Source: an optimization exercise on an open RTL-to-GDS flow (aim: small area). Production flows keep margins and buffers that such runs may drop.
Only simulation tests tie the RTL to the original design; equivalence was not proved.

## adc_seq
module adc_seq (
    input  wire        clk,
    input  wire        rst,
    input  wire        cmd_valid,
    input  wire [31:0] cmd_word,
    input  wire [31:0] cmd_addr,
    input  wire [31:0] cmd_a,
    input  wire [31:0] cmd_b,
    output wire        ready,
    output wire        rsp_valid,
    output wire [1:0]  rsp_kind,
    output wire [31:0] rsp_data,
    input  wire        rsp_take,
    output wire        busy,
    output wire        fault,
    output wire [2:0]  fault_cause,
    output wire [31:0] fault_info,
    output wire [15:0] pin_oe,
    output wire [15:0] pin_out,
    output wire        conv_start,
    output wire [4:0]  conv_ch,
    output wire        conv_trusted,
    input  wire        conv_done,
    input  wire [11:0] conv_data
);
    localparam [31:0] A_CLK0  = 32'h1000_0000;
    localparam [31:0] A_CLK1  = 32'h1000_0004;
    localparam [31:0] A_MODER = 32'h2000_0000;
    localparam [31:0] A_ODR   = 32'h2000_0014;
    localparam [31:0] A_SR    = 32'h3000_0000;
    localparam [31:0] A_CR    = 32'h3000_0008;
    localparam [31:0] A_SQR   = 32'h3000_0034;
    localparam [31:0] A_DR    = 32'h3000_004C;
    localparam [3:0] OP_RD = 4'h1, OP_WR = 4'h2, OP_MOD = 4'h3, OP_PORT_INIT = 4'h4,
                     OP_PIN_SET = 4'h5, OP_ADC_INIT = 4'h6, OP_ADC_READ = 4'h7;
    localparam [3:0] S_IDLE = 4'b0000, S_RSP_OK = 4'b0001, S_RSP_DATA = 4'b0010,
                     S_START_OK = 4'b0100, S_START_RD = 4'b0101,
                     S_STAB = 4'b0110, S_POLL = 4'b0111;
    localparam [2:0] F_NONE = 3'd0, F_ILLEGAL = 3'd1, F_MISALIGNED = 3'd2,
                     F_UNMAPPED = 3'd3, F_UNCLOCKED = 3'd4, F_RO_WRITE = 3'd5,
                     F_DISTURBED = 3'd6;
    reg [31:0] clk0, clk1, moder, odr, sqr;
    reg [31:0] cr;
    reg [11:0] dr;
    reg        eoc, settled, conv_busy;
    reg [3:0]  st;
  ...
clock: 6.0 ns
lec_check: 0
abc_area: 1
cap_margin: 20
core_margin: 2
core_utilization: 60
place_density: 0.9
slew_margin: 20
standard.sh (not shown) runs the stock make flow with config.mk's settings and CLKGATE_MAP_FILE= SYNTH_SCRIPT=/design/flow/synth_recipe.tcl, a recipe that flattens the netlist after the stock synthesis.
==> flow/flow/run.sh <==
#!/bin/bash
# Layout: the standard flow (standard.sh), with these changes:
#  - after the standard synthesis (run unchanged), the combinational logic of
#    its netlist is re-mapped by ABC with an area-recovering script
#    (flow/remap.tcl, flow/remap.abc); the flip-flops keep their instances,
#    names and cell types. If anything in that step fails, or the flip-flops
#    do not come out the same, the standard netlist is kept;
#  - buffer_ports buffers every input and output port with
#    sky130_fd_sc_hd__buf_1 (left to itself it picks a 10 um2 delay buffer);
#  - the clock tree is built from clkbuf_4 with clusters of at most 8 sinks
#    and no dummy loads.
# Each tool's full output goes to a log here: standard_synth.log,
# remap.log, standard_finish.log; ORFS writes each step's log under orfs/logs.
set -euo pipefail
W=$PWD
R=$W/orfs/results/$FLOW_PLATFORM/adc_seq/base
bash standard.sh synth > standard_synth.log 2>&1
cp "$R/1_2_yosys.v" "$W/standard_1_2_yosys.v"

YOSYS=$(command -v yosys || echo "$FLOW_HOME/../tools/install/yosys/bin/yosys")
ffs() { grep -oE '^\s*sky130_fd_sc_hd__[a-z]*df[a-z0-9_]* +\S+' "$1" | sort; }
ok=0
if REMAP_IN="$W/standard_1_2_yosys.v" REMAP_OUT="$W/remap_1_2_yosys.v" \
   REMAP_LIB="$FLOW_HOME/platforms/$FLOW_PLATFORM/lib/sky130_fd_sc_hd__tt_025C_1v80.lib" \
   REMAP_STUB="$W/flow/ffstub.v" REMAP_ABC="$W/flow/remap.abc" REMAP_TOP="$FLOW_TOP" \
   "$YOSYS" -c "$W/flow/remap.tcl" > remap.log 2>&1; then
  if [[ -s remap_1_2_yosys.v ]] && diff <(ffs standard_1_2_yosys.v) <(ffs remap_1_2_yosys.v) >> remap.log 2>&1 \
     && [[ $(ffs standard_1_2_yosys.v | wc -l) -gt 0 ]]; then
    ok=1
  fi
fi
if [[ $ok == 1 ]]; then
  echo "remap: using the re-mapped netlist" >> remap.log
  cp remap_1_2_yosys.v "$R/1_2_yosys.v"
  rm -f "$R/1_synth.odb" "$R/1_synth.sdc"
else
  echo "remap: keeping the standard netlist" >> remap.log
fi

bash standard.sh \
  "BUFFER_PORTS_ARGS=-buffer_cell sky130_fd_sc_hd__buf_1" \
  "CTS_ARGS=-sink_clustering_enable -repair_clock_nets -buf_list sky130_fd_sc_hd__clkbuf_4 -sink_clustering_size 8 -sink_clustering_max_diameter 40 -dont_use_dummy_load" \
  finish > standard_finish.log 2>&1
==> flow/flow/remap.abc <==
strash
&get -n
&fraig -x
&put
scorr
dc2
strash
&get -n
&dch -f
&nf -R 1000
&put
strash
&get -n
&dch -f
&nf -R 1000
&put
buffer -c
topo
stime -c
upsize -c
dnsize -c
Other scripts of this flow, unchanged in this note and not shown: flow/flow/ffstub.v, flow/flow/remap.tcl
The baseline went through all stages and came out clean.
Next try:
==> flow/flow/remap.abc (replaced) <==
strash
&get -n
&fraig -x
&put
scorr
dc2
strash
&get -n
&dch -f
&nf -R 1000
&put
buffer -c
topo
stime -c
upsize -c
dnsize -c
CORE_UTILIZATION = 70   (was 60)
After rerunning: Via count fell by 0.69%; first-iteration DRC count rose by 5.2%; worst hold slack gets better by 0.017 ns.

## afterwards: timing with drivers on the ports
The flow's constraints put no driver on any port. The routed layouts listed below were extracted and timed again, unchanged, in two steps.
Step 1, drivers: a clkbuf_16 drives clk and a buf_2 each remaining input, both assumed.
Step 2 also shifts input and output timing later by t, the mid clock arrival at the registers, as if the neighbouring blocks saw the same clock.
Slacks: ideal ports / drivers / drivers and shift; pairs: ideal ports / drivers.
run	t (ns)	setup WS [ns]	hold slack, ns	worst register clock-pin slew, ns
the first run	0.679	0.271 / 0.288 / -0.391	0.460 / 0.460 / 0.460	0.10 / 0.10
the second run	0.661	0.216 / 0.228 / -0.434	0.477 / 0.477 / 0.477	0.11 / 0.11
With both steps, setup timing fails in the first run and the second run, where it was met with ideal ports. For the first run, which loses most, drivers alone change the setup slack by +0.017 ns; drivers and shift together by -0.662 ns.
